Context: an optimization exercise on an open-source flow, tuned for a short achievable clock period and few clock cycles. The choices shown serve that exercise and are no tape-out recipe.
Only simulation tests tie the RTL to the original design; equivalence was not proved.

$ cat design.v
module pvm_core (
    input  wire        clk,
    input  wire        rst,           
    input  wire        start,
    input  wire [31:0] entry,
    input  wire [12:0] prog_len,      
    input  wire [16:0] heap_cap,      
    output wire [11:0] imem_addr,
    input  wire [31:0] imem_rdata,
    output wire [15:0] dmem_addr,
    output wire        dmem_we,
    output wire [31:0] dmem_wdata,
    input  wire [31:0] dmem_rdata,
    output reg         out_valid,
    output reg  [31:0] out_data,
    input  wire        out_ready,
    output wire        busy,
    output reg         done,
    output reg  [3:0]  fault_code,
    output reg  [31:0] fault_word,
    output wire [31:0] ip_o,
    output wire [31:0] fp_o,
    output wire [4:0]  stack_cnt,
    output wire [31:0] call_depth,
    input  wire [3:0]  dbg_addr,
    output wire [31:0] dbg_data
);
    localparam [31:0] OP_IADD  = 32'd1,  OP_ISUB   = 32'd2,  OP_IMUL   = 32'd3,
                      OP_ILT   = 32'd4,  OP_IEQ    = 32'd5,  OP_BR     = 32'd6,
                      OP_BRT   = 32'd7,  OP_BRF    = 32'd8,  OP_ICONST = 32'd9,
                      OP_LOAD  = 32'd10, OP_GLOAD  = 32'd11, OP_STORE  = 32'd12,
                      OP_GSTORE= 32'd13, OP_PRINT  = 32'd14, OP_POP    = 32'd15,
                      OP_HALT  = 32'd16, OP_CALL   = 32'd17, OP_RET    = 32'd18,
                      OP_DUP   = 32'd19, OP_IDIV   = 32'd20, OP_LSHIFT = 32'd21,
                      OP_RSHIFT= 32'd22, OP_ICONST1= 32'd23, OP_GLOADX = 32'd24,
                      OP_GSTOREX = 32'd25;
    localparam [3:0] F_NONE = 4'd0, F_UNKNOWN = 4'd1, F_UNDER = 4'd2, F_OVER = 4'd3,
                     F_SIDX = 4'd4, F_HIDX = 4'd5, F_DIV0 = 4'd7, F_FRAME = 4'd8,
                     F_IP = 4'd9;
    localparam STACK_CAP = 16;
    localparam [3:0] S_IDLE  = 4'd0,  S_FETCH = 4'd1,  S_DEC  = 4'd2,  S_OP1  = 4'd3,
                     S_OP2   = 4'd4,  S_EXEC  = 4'd5,  S_MEM  = 4'd6,  S_DIV  = 4'd7,
                     S_PRINT = 4'd8,  S_RET1  = 4'd9,  S_RET2 = 4'd10, S_RET3 = 4'd11,
                     S_CALL2 = 4'd12, S_CALL3 = 4'd13;
    reg [3:0]  state;
    reg [31:0] ip;
    reg [31:0] fp;
    reg [4:0]  cnt;               
    reg [31:0] depth;
    reg [31:0] stk [0:STACK_CAP-1];
    reg [12:0] len_q;
    reg [16:0] hcap_q;
    reg [31:0] opc;
    reg [31:0] opnd1;
    reg [31:0] opnd2;
    reg [1:0]  nopnd;
    reg        mem_push;          
    reg [31:0] ret_n;             
    reg [31:0] ret_ip;            
    reg [5:0]  div_cnt;
    reg [31:0] div_q;
    reg [32:0] div_r;
    reg [31:0] div_d;
    reg        div_neg;
    assign busy       = (state != S_IDLE);
    assign ip_o       = ip;
    assign fp_o       = fp;
    assign stack_cnt  = cnt;
    assign call_depth = depth;
    assign dbg_data   = rd_data;
    function legal_op(input [31:0] w);
        legal_op = (w >= 32'd1) && (w <= 32'd25);
    endfunction
    function [1:0] op_count(input [31:0] w);
        case (w)
            OP_BR, OP_BRT, OP_BRF, OP_ICONST, OP_LOAD, OP_GLOAD, OP_STORE,
            OP_GSTORE, OP_GLOADX, OP_GSTOREX: op_count = 2'd1;
            OP_CALL:                         op_count = 2'd2;
            default:                         op_count = 2'd0;
        endcase
    endfunction
    wire [31:0] tos = stk[cnt[3:0] - 4'd1];
    wire [31:0] nos = stk[cnt[3:0] - 4'd2];
    wire [31:0] next_ip = ip + 32'd1 + {30'd0, nopnd};
    wire signed [32:0] fp_plus_off  = $signed({fp[31], fp}) + $signed({opnd1[31], opnd1});
    wire signed [32:0] base_plus_tos = $signed({opnd1[31], opnd1}) + $signed({tos[31], tos});
    wire signed [32:0] base_plus_nos = $signed({opnd1[31], opnd1}) + $signed({nos[31], nos});
    wire signed [32:0] cnt_s  = $signed({28'd0, cnt});
    wire signed [32:0] hcap_s = $signed({16'd0, hcap_q});
    wire load_idx_ok  = (fp_plus_off >= 0) && (fp_plus_off < cnt_s);
    wire store_idx_ok = (fp_plus_off >= 0) && (fp_plus_off < cnt_s - 33'sd1);
    wire gaddr_ok     = ($signed(opnd1) >= 0) && ($signed({opnd1[31], opnd1}) < hcap_s);
    wire gx_tos_ok    = (base_plus_tos >= 0) && (base_plus_tos < hcap_s);
    wire gx_nos_ok    = (base_plus_nos >= 0) && (base_plus_nos < hcap_s);
    wire [3:0] load_idx  = fp_plus_off[3:0];
    wire ret_fp_ok = ($signed(fp) >= 2) && ($signed({fp[31], fp}) <= cnt_s - 33'sd2);
    reg [3:0] rd_idx;
    always @(*) begin
        case (state)
            S_IDLE:  rd_idx = dbg_addr;
            S_RET1:  rd_idx = fp[3:0] - 4'd2;
            S_RET2:  rd_idx = fp[3:0];
            S_RET3:  rd_idx = fp[3:0] - 4'd1;
            default: rd_idx = load_idx;
        endcase
    end
    wire [31:0] rd_data = stk[rd_idx];
    wire [31:0] add_res = tos + nos;
    wire [31:0] sub_res = tos - nos;
    wire [31:0] mul_res = tos * nos;
    wire [31:0] lt_res  = ($signed(tos) < $signed(nos)) ? 32'd1 : 32'd0;
    wire [31:0] eq_res  = (tos == nos) ? 32'd1 : 32'd0;
    reg [31:0] alu_res;
    always @(*) begin
        case (opc)
            OP_IADD: alu_res = add_res;
            OP_ISUB: alu_res = sub_res;
            OP_IMUL: alu_res = mul_res;
            OP_ILT:  alu_res = lt_res;
            default: alu_res = eq_res;
        endcase
    end
    wire call_args_ok = !($signed(opnd2) < 0 || opnd2 > {27'd0, cnt});
    wire call_room_ok = !(cnt > STACK_CAP - 3);
    reg        st_we;
    reg [3:0]  st_wa;
    reg [31:0] st_wd;
    always @(*) begin
        st_we = 1'b0;
        st_wa = cnt[3:0];
        st_wd = tos;
        case (state)
            S_EXEC: begin
                case (opc)
                    OP_ICONST, OP_ICONST1: begin
                        st_we = (cnt != STACK_CAP);
                        st_wd = (opc == OP_ICONST) ? opnd1 : 32'd1;
                    end
                    OP_IADD, OP_ISUB, OP_IMUL, OP_ILT, OP_IEQ: begin
                        st_we = (cnt >= 5'd2);
                        st_wa = cnt[3:0] - 4'd2;
                        st_wd = alu_res;
                    end
                    OP_LSHIFT, OP_RSHIFT: begin
                        st_we = (cnt != 5'd0);
                        st_wa = cnt[3:0] - 4'd1;
                        st_wd = (opc == OP_LSHIFT) ? {tos[30:0], 1'b0} : {tos[31], tos[31:1]};
                    end
                    OP_DUP: begin
                        st_we = (cnt != 5'd0) && (cnt != STACK_CAP);
                    end
                    OP_LOAD: begin
                        st_we = load_idx_ok && (cnt != STACK_CAP);
                        st_wd = rd_data;
                    end
                    OP_STORE: begin
                        st_we = (cnt != 5'd0) && store_idx_ok;
                        st_wa = load_idx;
                    end
                    OP_CALL: begin
                        st_we = call_args_ok && call_room_ok;
                        st_wd = opnd2;
                    end
                    default: ;
                endcase
            end
            S_CALL2: begin
                st_we = 1'b1;
                st_wa = cnt[3:0] + 4'd1;
                st_wd = fp;
            end
            S_CALL3: begin
                st_we = 1'b1;
                st_wa = cnt[3:0] + 4'd2;
                st_wd = next_ip;
            end
            S_MEM: begin
                st_we = 1'b1;
                st_wa = mem_push ? cnt[3:0] : cnt[3:0] - 4'd1;
                st_wd = dmem_rdata;
            end
            S_DIV: begin
                st_we = (div_cnt == 6'd32);
                st_wa = cnt[3:0] - 4'd2;
                st_wd = div_neg ? (~div_q + 32'd1) : div_q;
            end
            S_RET3: begin
                st_we = 1'b1;
                st_wa = fp[3:0] - 4'd2 - ret_n[3:0];
            end
            default: ;
        endcase
    end
    always @(posedge clk) begin
        if (st_we)
            stk[st_wa] <= st_wd;
    end
    reg [31:0] fetch_addr;
    always @(*) begin
        case (state)
            S_DEC:   fetch_addr = ip + 32'd1;
            S_OP1:   fetch_addr = ip + 32'd2;
            default: fetch_addr = ip;
        endcase
    end
    assign imem_addr = busy ? fetch_addr[11:0] : 12'd0;
    wire exec_gstore  = (state == S_EXEC) && (opc == OP_GSTORE)  && (cnt != 5'd0) && gaddr_ok;
    wire exec_gstorex = (state == S_EXEC) && (opc == OP_GSTOREX) && (cnt >= 5'd2) && gx_nos_ok;
    reg [31:0] heap_addr;
    always @(*) begin
        case (opc)
            OP_GLOADX:  heap_addr = (cnt >= 5'd1) ? base_plus_tos[31:0] : opnd1;
            OP_GSTOREX: heap_addr = (cnt >= 5'd2) ? base_plus_nos[31:0] : opnd1;
            default:    heap_addr = opnd1;
        endcase
    end
    assign dmem_addr  = (state == S_EXEC) ? heap_addr[15:0] : 16'd0;
    assign dmem_we    = exec_gstore | exec_gstorex;
    assign dmem_wdata = tos;
    task automatic raise(input [3:0] code, input [31:0] word);
        begin
            fault_code <= code;
            fault_word <= word;
            done       <= 1'b1;
            state      <= S_IDLE;
        end
    endtask
    task automatic finish_step(input [31:0] new_ip);
        begin
            ip    <= new_ip;
            state <= S_FETCH;
        end
    endtask
    always @(posedge clk) begin
        if (rst) begin
            state     <= S_IDLE;
            done      <= 1'b0;
            out_valid <= 1'b0;
        end else begin
            case (state)
            S_IDLE: begin
                if (start) begin
                    ip         <= entry;
                    fp         <= 32'd0;
                    cnt        <= 5'd0;
                    depth      <= 32'd0;
                    len_q      <= prog_len;
                    hcap_q     <= heap_cap;
                    fault_code <= F_NONE;
                    fault_word <= 32'd0;
                    done       <= 1'b0;
                    state      <= S_FETCH;
                end
            end
            S_FETCH: begin
                if ($signed(ip) < 0 || ip >= {19'd0, len_q})
                    raise(F_IP, 32'd0);
                else
                    state <= S_DEC;
            end
            S_DEC: begin
                opc   <= imem_rdata;
                nopnd <= op_count(imem_rdata);
                if (!legal_op(imem_rdata))
                    raise(F_UNKNOWN, imem_rdata);
                else if (op_count(imem_rdata) == 2'd0)
                    state <= S_EXEC;
                else if (ip + 32'd1 >= {19'd0, len_q})
                    raise(F_IP, imem_rdata);
                else
                    state <= S_OP1;
            end
            S_OP1: begin
                opnd1 <= imem_rdata;
                if (nopnd == 2'd1)
                    state <= S_EXEC;
                else if (ip + 32'd2 >= {19'd0, len_q})
                    raise(F_IP, opc);
                else
                    state <= S_OP2;
            end
            S_OP2: begin
                opnd2 <= imem_rdata;
                state <= S_EXEC;
            end
            S_EXEC: begin
                case (opc)
                OP_ICONST, OP_ICONST1: begin
                    if (cnt == STACK_CAP)
                        raise(F_OVER, opc);
                    else begin
                        cnt <= cnt + 5'd1;
                        finish_step(next_ip);
                    end
                end
                OP_IADD, OP_ISUB, OP_IMUL, OP_ILT, OP_IEQ: begin
                    if (cnt < 5'd2)
                        raise(F_UNDER, opc);
                    else begin
                        cnt <= cnt - 5'd1;
                        finish_step(next_ip);
                    end
                end
                OP_IDIV: begin
                    if (cnt < 5'd2)
                        raise(F_UNDER, opc);
                    else if (nos == 32'd0)
                        raise(F_DIV0, opc);
                    else begin
                        div_q   <= tos[31] ? (~tos + 32'd1) : tos;
                        div_d   <= nos[31] ? (~nos + 32'd1) : nos;
                        div_r   <= 33'd0;
                        div_neg <= tos[31] ^ nos[31];
                        div_cnt <= 6'd0;
                        state   <= S_DIV;
                    end
                end
                OP_LSHIFT, OP_RSHIFT: begin
                    if (cnt == 5'd0)
                        raise(F_UNDER, opc);
                    else begin
                        finish_step(next_ip);
                    end
                end
                OP_POP: begin
                    if (cnt == 5'd0)
                        raise(F_UNDER, opc);
                    else begin
                        cnt <= cnt - 5'd1;
                        finish_step(next_ip);
                    end
                end
                OP_DUP: begin
                    if (cnt == 5'd0)
                        raise(F_UNDER, opc);
                    else if (cnt == STACK_CAP)
                        raise(F_OVER, opc);
                    else begin
                        cnt <= cnt + 5'd1;
                        finish_step(next_ip);
                    end
                end
                OP_BR: begin
                    finish_step(opnd1);
                end
                OP_BRT, OP_BRF: begin
                    if (cnt == 5'd0)
                        raise(F_UNDER, opc);
                    else begin
                        cnt <= cnt - 5'd1;
                        if ((opc == OP_BRT && tos == 32'd1) || (opc == OP_BRF && tos == 32'd0))
                            finish_step(opnd1);
                        else
                            finish_step(next_ip);
                    end
                end
                OP_LOAD: begin
                    if (!load_idx_ok)
                        raise(F_SIDX, opc);
                    else if (cnt == STACK_CAP)
                        raise(F_OVER, opc);
                    else begin
                        cnt <= cnt + 5'd1;
                        finish_step(next_ip);
                    end
                end
                OP_STORE: begin
                    if (cnt == 5'd0)
                        raise(F_UNDER, opc);
                    else if (!store_idx_ok)
                        raise(F_SIDX, opc);
                    else begin
                        cnt <= cnt - 5'd1;
                        finish_step(next_ip);
                    end
                end
                OP_GLOAD: begin
                    if (!gaddr_ok)
                        raise(F_HIDX, opc);
                    else if (cnt == STACK_CAP)
                        raise(F_OVER, opc);
                    else begin
                        mem_push <= 1'b1;
                        state    <= S_MEM;
                    end
                end
                OP_GSTORE: begin
                    if (cnt == 5'd0)
                        raise(F_UNDER, opc);
                    else if (!gaddr_ok)
                        raise(F_HIDX, opc);
                    else begin
                        cnt <= cnt - 5'd1;
                        finish_step(next_ip);
                    end
                end
                OP_GLOADX: begin
                    if (cnt == 5'd0)
                        raise(F_UNDER, opc);
                    else if (!gx_tos_ok)
                        raise(F_HIDX, opc);
                    else begin
                        mem_push <= 1'b0;
                        state    <= S_MEM;
                    end
                end
                OP_GSTOREX: begin
                    if (cnt < 5'd2)
                        raise(F_UNDER, opc);
                    else if (!gx_nos_ok)
                        raise(F_HIDX, opc);
                    else begin
                        cnt <= cnt - 5'd2;
                        finish_step(next_ip);
                    end
                end
                OP_PRINT: begin
                    if (cnt == 5'd0)
                        raise(F_UNDER, opc);
                    else begin
                        out_valid <= 1'b1;
                        out_data  <= tos;
                        cnt       <= cnt - 5'd1;
                        ip        <= next_ip;
                        state     <= S_PRINT;
                    end
                end
                OP_HALT: begin
                    ip         <= next_ip;
                    fault_code <= F_NONE;
                    fault_word <= 32'd0;
                    done       <= 1'b1;
                    state      <= S_IDLE;
                end
                OP_CALL: begin
                    if (!call_args_ok)
                        raise(F_FRAME, opc);
                    else if (!call_room_ok)
                        raise(F_OVER, opc);
                    else
                        state <= S_CALL2;
                end
                OP_RET: begin
                    if (cnt == 5'd0)
                        raise(F_UNDER, opc);
                    else if (depth == 32'd0 || !ret_fp_ok)
                        raise(F_FRAME, opc);
                    else
                        state <= S_RET1;
                end
                default: begin
                    raise(F_UNKNOWN, opc);
                end
                endcase
            end
            S_MEM: begin
                if (mem_push)
                    cnt <= cnt + 5'd1;
                finish_step(next_ip);
            end
            S_DIV: begin
                if (div_cnt == 6'd32) begin
                    cnt <= cnt - 5'd1;
                    finish_step(next_ip);
                end else begin
                    if ({div_r[31:0], div_q[31]} >= {1'b0, div_d}) begin
                        div_r <= {div_r[31:0], div_q[31]} - {1'b0, div_d};
                        div_q <= {div_q[30:0], 1'b1};
                    end else begin
                        div_r <= {div_r[31:0], div_q[31]};
                        div_q <= {div_q[30:0], 1'b0};
                    end
                    div_cnt <= div_cnt + 6'd1;
                end
            end
            S_CALL2: begin
                state <= S_CALL3;
            end
            S_CALL3: begin
                cnt   <= cnt + 5'd3;
                fp    <= {27'd0, cnt} + 32'd2;
                depth <= depth + 32'd1;
                finish_step(opnd1);
            end
            S_PRINT: begin
                if (out_ready) begin
                    out_valid <= 1'b0;
                    state     <= S_FETCH;
                end
            end
            S_RET1: begin
                ret_n <= rd_data;
                if (!(($signed(rd_data) >= 0) &&
                      ($signed({rd_data[31], rd_data}) <= $signed({fp[31], fp}) - 33'sd2)))
                    raise(F_FRAME, opc);
                else
                    state <= S_RET2;
            end
            S_RET2: begin
                ret_ip <= rd_data;
                state  <= S_RET3;
            end
            S_RET3: begin
                cnt   <= {1'b0, fp[3:0]} - 5'd1 - ret_n[4:0];
                fp    <= rd_data;
                depth <= depth - 32'd1;
                finish_step(ret_ip);
            end
            default: state <= S_IDLE;
            endcase
        end
    end
endmodule
$ cat run.sh
#!/bin/bash
# synth_recipe.tcl (not shown) runs the flow's synth.tcl, then flattens the netlist and writes it again
# the make line also repeats each setting of config.mk as NAME=value (left out here)
make -C /OpenROAD-flow-scripts/flow DESIGN_CONFIG=/design/flow/config.mk WORK_HOME=/design/flow/orfs CLKGATE_MAP_FILE= SYNTH_SCRIPT=/design/flow/synth_recipe.tcl finish
$ cat config.mk
export PLATFORM = sky130hd
export DESIGN_NAME = pvm_core
export DESIGN_NICKNAME = pvm_core
export VERILOG_FILES = /design/flow/design.v
export SDC_FILE = /design/flow/constraint.sdc
export NUM_CORES = 4
export LEC_CHECK = 0
export ABC_CLOCK_PERIOD_IN_PS = 9000
export CAP_MARGIN = 20
export CELL_PAD_IN_SITES_DETAIL_PLACEMENT = 1
export CELL_PAD_IN_SITES_GLOBAL_PLACEMENT = 2
export CORE_MARGIN = 2
export CORE_UTILIZATION = 30
export SETUP_SLACK_MARGIN = 3.5
export SLEW_MARGIN = 20
export TNS_END_PERCENT = 5
$ cat constraint.sdc
create_clock -name core_clock -period 14.0 [get_ports {clk}]
set_input_delay 2.8000 -clock core_clock [delete_from_list [all_inputs] [get_ports {clk}]]
set_output_delay 2.8000 -clock core_clock [all_outputs]
set_load 0.01 [all_outputs]
==> results.json, run 1 <==
{
  "status": "complete, no violations",
  "critPathBufInv": 5,
  "crit_family": "buffers and inverters",
  "critPathKind": "in -> out",
  "grt_pass1_vias": 80000,
  "path_clk_slew_ns": 0.06,
  "synth-main-ff-cell": "edfxtp_1",
  "async_flop_share": 0,
  "root_buffer": "clkbuf_16",
  "vias": 79400,
  "cts_tree": "yes",
  "wirelength_um": 481000,
  "r2r_slack_ns": 3.51,
  "fin_crit_sh": 0.755,
  "timing.rr.end": "stk[8][26]",
  "drtAntennaViolNets": 0,
  "largest_register": "stk",
  "whs_path_depth": 2,
  "worst_pin_slew_ns": 1.37,
  "syn_nets": 9852,
  "netlist_area_um2": 87300,
  "place_congestion": 0.965,
  "min_to": "out_valid",
  "clockBufferDepth": 3,
  "io_pins": 399,
  "synthDistinctLibCells": 98,
  "die-area_um2": 295000,
  "postPlaceCellArea_um2": 97400,
  "overflow": 0,
  "htreeDepth": 3,
  "instances_no_fill": 13300,
  "grt_usage": 0.316,
  "tns_ns": 0,
  "vias_per_cell": 5.99,
  "coreArea_um2": 290000,
  "path_cells": "clkdlybuf4s50_1 -> or4b_2 -> a21oi_4 -> a211o_4 -> buf_16 -> buf_6 -> and2_1 -> a211oi_1 -> a311oi_1 -> a211oi_1 -> a21oi_2 -> buf_4 -> clkdlybuf4s50_1",
  "synth_edf_count": 950,
  "crit_required_ns": 11.20,
  "chipWidth_um": 543,
  "antenna_found_initial": 70,
  "drive_gt1_frac": 0.133,
  "die_y_um": 543,
  "rr_worst_depth": 36,
  "period_minus_slack_ns": 10.57,
  "dp_hpwl_um": 347000,
  "placementRows": 198,
  "crit_slowest_cell": "or4b_2",
  "largest_reg_flops": 512,
  "yosys-top-cells-count": "edfxtp_1 (950), nand2_1 (890), inv_1 (718)",
  "ys_ff_latch": 956,
  "synth_area_per_cell_um2": 10.0,
  "synth.most_common_cell": "edfxtp_1",
  "drtIter0Drc": 9407,
  "critPathMaxStageDelay_ns": 0.66,
  "postLayoutCellArea_um2": 104000,
  "rsz0062_at_grt": "true",
  "drc": 0,
  "yosys-top-cells-area": "edfxtp_1 (33%), fa_1 (9.6%), ha_1 (8.2%)",
  "cts_buffers": 118,
  "insertion_delay_ns": 0.82,
  "start_kind": "input port",
  "start_util": 0.301,
  "yosys_warnings": 1,
  "io_buffer_count": 398,
  "finalHoldViolations": 0,
  "worst-path-max-fanout": 59,
  "max_cap_viol_count": 0,
  "synth_top_area_share": 0.327,
  "reg2reg_from": "cnt[1]",
  "syn_inst": 8731,
  "finalSetupViolations": 0,
  "synthToLayoutAreaGrowth_pct": 19.0,
  "grt_start_max_net_pins": 134,
  "fin_worst_skew_ns": 0.107,
  "relSlewSlack": 0.0845,
  "utilization": 0.358,
  "hp-class": "reg -> reg",
  "maxSlewViolCount": 0,
  "max_freq_mhz": 94.6,
  "hold_start": "out_valid",
  "clock-sinks": 956,
  "yosysTopAreaCell": "edfxtp_1",
  "crit_arrival_ns": 7.77,
  "firstDrtPassIters": 12,
  "grt_pass1_wl_um": 656000,
  "post-place-cells": 12900,
  "finalNetCount": 10300,
  "wl_per_cell_um": 36.3,
  "cp-end-kind": "primary output",
  "seq_area_frac_synth": 0.328
}
[kinds of logic (layout without fill, tap and decap cells)]
family          after synthesis  in the layout  synth area share
simple gates               2588           2588             0.141
compound gates             2070           2072             0.158
buf+inv                    1261           1847            0.0559
fa+ha+maj                   987            987             0.177
flops                       956            956             0.328
mux                         447            448            0.0967
xor+xnor                    422            422            0.0427
other cells                   0             36                 0
[cell usage in the layout, fill, tap and decap left out, types with 280 or more instances in the layout]
cell,instances
mux4_2,313
buf_4,406
o21ai_0,360
ha_1,555
inv_1,705
edfxtp_1,950
xnor2_1,280
clkdlybuf4s50_1,397
nand2_1,886
and2_1,348
nor2_1,588
a21oi_1,471
fa_1,417
[layout make-up]
class / instances / area [um^2]
clock inverter: 72 / 771
sequential: 956 / 28600
antenna: 36 / 90.1
timing repair buffer: 891 / 8740
multi-input combinational: 6517 / 54800
inverter: 737 / 2830
clock buffer: 147 / 3080
fill: 32400 / 186000
tap: 3900 / 4880
[worst max path at each step]
stage	from	to	slack (ns)	cells after the start
finish	dbg_addr[1]	dbg_data[27]	3.43	13
global route	cnt[1]	dmem_we	3.26	31
CTS	cnt[1]	dmem_we	3.29	31
detailed placement	cnt[2]	stk[11][31]	1.32	35
global placement	cnt[2]	stk[13][31]	1.34	38
floorplan	cnt[1]	stk[0][27]	3.45	39
[through the flow]
| stage | setup slack (ns) | hold slack, ns |
|---|---|---|
| after floorplan | 3.45 | 0.533 |
| after global placement | 1.34 | 0.575 |
| after detailed placement | 1.32 | 0.573 |
| after CTS | 3.29 | 0.592 |
| after global routing | 3.26 | 0.614 |
| final | 3.43 | 0.588 |
[timing repair]
item,CTS,global route
setup buffers,85,31
gates cloned,13,8
hold endpoints to repair,0,0
setup endpoints to repair,382,281
hold buffers,0,0
gates resized for setup,95,92
pin swaps,13,30
[tightest hold or removal path, delay by kind of cell (launching register included)]
kind	cells	cell delay (ns)
compound gates	1	0.09
flops	1	0.39
simple gates	1	0.07
[layer usage]
metal / vias up / GRT usage / share of wire
met1: 41700 / 0.422 / 0.42
li1: 33000 / - / -
met3: 897 / 0.0560 / 0.082
met4: 30 / 0.153 / 0.056
met2: 3741 / 0.495 / 0.45
met5: - / 0 / 0.00045
Testbench counts, summed over its fixed seeds: cycles 210,854.
==> run 2, diff against run 1 <==
==> config.mk (replaced) <==
export PLATFORM = sky130hd
export DESIGN_NAME = pvm_core
export DESIGN_NICKNAME = pvm_core
export VERILOG_FILES = /design/flow/design.v
export SDC_FILE = /design/flow/constraint.sdc
export NUM_CORES = 4
export LEC_CHECK = 0
export CAP_MARGIN = 20
export CELL_PAD_IN_SITES_DETAIL_PLACEMENT = 1
export CELL_PAD_IN_SITES_GLOBAL_PLACEMENT = 2
export CORE_MARGIN = 2
export CORE_UTILIZATION = 30
export SLEW_MARGIN = 20
==> run 2 against run 1 <==
Effect of this change: non-clock buffer count fell by 143; critical path type is now reg -> out; sequential share of layout area rose by 0.67 points; synthesized cell count did not move; clock-buffer cell count fell by 4; critical path depth rose by 16; still clean; synthesized area did not move; routed wire length fell by 2.9%.
==> results.json, run 2 <==
{
  "status": "complete, no violations",
  "cts_tree": "yes",
  "worst-path-max-fanout": 15,
  "synth-main-ff-cell": "edfxtp_1",
  "wl_per_cell_um": 35.7,
  "antenna_found_initial": 74,
  "seq_area_frac_synth": 0.328,
  "die-area_um2": 295000,
  "async_flop_share": 0,
  "largest_reg_flops": 512,
  "hp-class": "reg -> reg",
  "synth_edf_count": 950,
  "synthToLayoutAreaGrowth_pct": 16.2,
  "synth.most_common_cell": "edfxtp_1",
  "dp_hpwl_um": 345000,
  "netlist_area_um2": 87300,
  "layout_common_cells": "edfxtp_1 (950), nand2_1 (887), inv_1 (717)",
  "multiInputGateArea_um2": 54300,
  "start_util": 0.301,
  "cts_buffers": 123,
  "io_pins": 399,
  "largest_register": "stk",
  "tns_ns": 0,
  "yosysTopAreaCell": "edfxtp_1",
  "worst_pin_slew_ns": 1.24,
  "firstDrtPassIters": 7,
  "synth_area_per_cell_um2": 10.0,
  "placementRows": 198,
  "syn_nets": 9852,
  "crit_arrival_ns": 10.81,
  "io_buffer_count": 398,
  "cp-end-kind": "primary output",
  "clockBufferDepth": 4,
  "synthDistinctLibCells": 98,
  "place_congestion": 0.973,
  "grt_usage": 0.309,
  "clock-sinks": 956,
  "root_buffer": "clkbuf_16",
  "path_common_cell": "ha_1",
  "grt_pass1_vias": 78700,
  "yosys-top-cells-count": "edfxtp_1 (950), nand2_1 (890), inv_1 (718)",
  "max_cap_viol_count": 0,
  "grt_pass1_wl_um": 641000,
  "final_common_cell": "edfxtp_1",
  "fin_crit_sh": 0.972,
  "vias_per_cell": 5.96,
  "finalSetupViolations": 0,
  "htreeDepth": 3,
  "wirelength_um": 467000,
  "crit_required_ns": 11.20,
  "yosys_warnings": 1,
  "vias": 78000,
  "drtAntennaViolNets": 0,
  "syn_inst": 8731,
  "finalHoldViolations": 0,
  "ff_latch_area_um2": 28600,
  "crit_slowest_cell": "clkdlybuf4s50_1",
  "chipWidth_um": 543,
  "yosys-top-cells-area": "edfxtp_1 (33%), fa_1 (9.6%), ha_1 (8.2%)",
  "rsz0062_at_grt": "false",
  "period_minus_slack_ns": 13.61,
  "relSlewSlack": 0.174,
  "start_kind": "flop",
  "fin_worst_skew_ns": 0.147,
  "max_freq_mhz": 73.5,
  "overflow": 0,
  "path_clk_slew_ns": 0.07,
  "drtIter0Drc": 8772,
  "utilization": 0.349,
  "maxSlewViolCount": 0,
  "critPathKind": "reg -> out",
  "coreArea_um2": 290000,
  "drive_gt1_frac": 0.111,
  "ys_ff_latch": 956,
  "synth_top_area_share": 0.327,
  "nFillCells": 32500,
  "die_y_um": 543,
  "drc": 0,
  "finalNetCount": 10200,
  "critPathMaxStageDelay_ns": 0.69,
  "insertion_delay_ns": 0.93,
  "grt_start_max_net_pins": 102
}
run 2: cell counts after synthesis:
Identical to the previous run, type by type.
run 2: layout make-up:
cell class / instances / area share
Inverter: 737 / 0.0273
Antenna cell: 26 / 0.000642
Tap cell: 3900 / 0.0481
Timing Repair Buffer: 748 / 0.0672
Clock inverter: 77 / 0.00750
Sequential cell: 956 / 0.283
Clock buffer: 143 / 0.0312
Multi-Input combinational cell: 6514 / 0.535
run 2: worst max-delay path: cells and delay by family (launching register included):
kind                     cells  cell delay [ns]
AO/OA/AOI/OAI               12             3.45
buffers and inverters        5             2.12
adder cells (fa/ha/maj)      4             1.54
AND/OR/NAND/NOR              5             1.32
flip-flops                   1             0.58
XOR/XNOR                     2             0.49
multiplexers                 1             0.37
run 2: final timing paths:
kind,from,end,slack [ns],cells after the start
worst max-delay path,cnt[2],dmem_we,0.39,29
worst min-delay path,out_valid,out_valid,0.60,2
worst max register to register,cnt[2],stk[9][30],1.38,34
worst min register to register,out_valid,out_valid,0.60,2
run 2: kinds of logic after synthesis:
logic type                 Yosys count  synth area share
AOI/OAI and AO/OA                 2070             0.158
xor gates and xnor gates           422            0.0427
adders and majority gates          987             0.177
buffers and inverters             1261            0.0559
DFF                                956             0.328
muxes                              447            0.0967
and+or+nand+nor                   2588             0.141
run 2: metrics by stage:
step           area [um^2]  hold slack (ns)  instances  setup slack, ns
2_1_floorplan        87300            0.533       8731             1.99
4_1_cts             101000            0.589      13100           0.0896
6_report            101000            0.595      13100            0.389
5_1_grt             101000            0.630      13100            0.106
3_5_place_dp         97300            0.574      12800            0.720
3_3_place_gp         97200            0.559      12800            0.701
run 2: metal layers:
metal  GRT usage  share of wire  vias to the layer above
met5           0        0.00039                        -
met3      0.0565          0.083                      830
met1       0.414           0.42                    40900
met2       0.483           0.44                     3528
met4       0.139          0.052                       28
li1            -              -                    32700
run 2: what timing repair did:
action | CTS | global route
resized for setup | 1 | 4
gates cloned | 1 | 0
setup buffers | 1 | 3
pin swaps | 0 | 0
hold buffers | 0 | 0
endpoints found under the setup margin | 1 | 1
endpoints found under the hold margin | 0 | 0

[afterwards: timing with drivers on the ports]
The flow's constraints put no driver on any port. The routed layouts listed below were extracted and timed again, unchanged, in two steps. Step 1 sets driving cells, clkbuf_16 on the clock port and buf_2 on the other inputs (assumed; they add their load-dependent delay and slew). Step 2 moves the port delays by t, midway between the first and last clock arrival at a register: inputs arrive t later, outputs are due t later. That takes back most of the time a late clock gives input paths. Slacks: ideal / step 1 / step 2; pairs: ideal / step 1.
run | t (ns) | slack for setup (ns) | worst hold slack (ns) | latest minus earliest clock arrival (ns)
run 1 | 0.868 | 3.425 / 3.342 / 3.393 | 0.588 / 0.588 / 0.588 | 0.111 / 0.111
run 2 | 0.963 | 0.389 / 0.288 / 1.250 | 0.595 / 0.595 / 0.595 | 0.147 / 0.147
After both steps setup and hold are still met in every run listed. The setup slack of run 1, which loses most, moves by -0.083 ns with the drivers and by -0.032 ns with both steps.
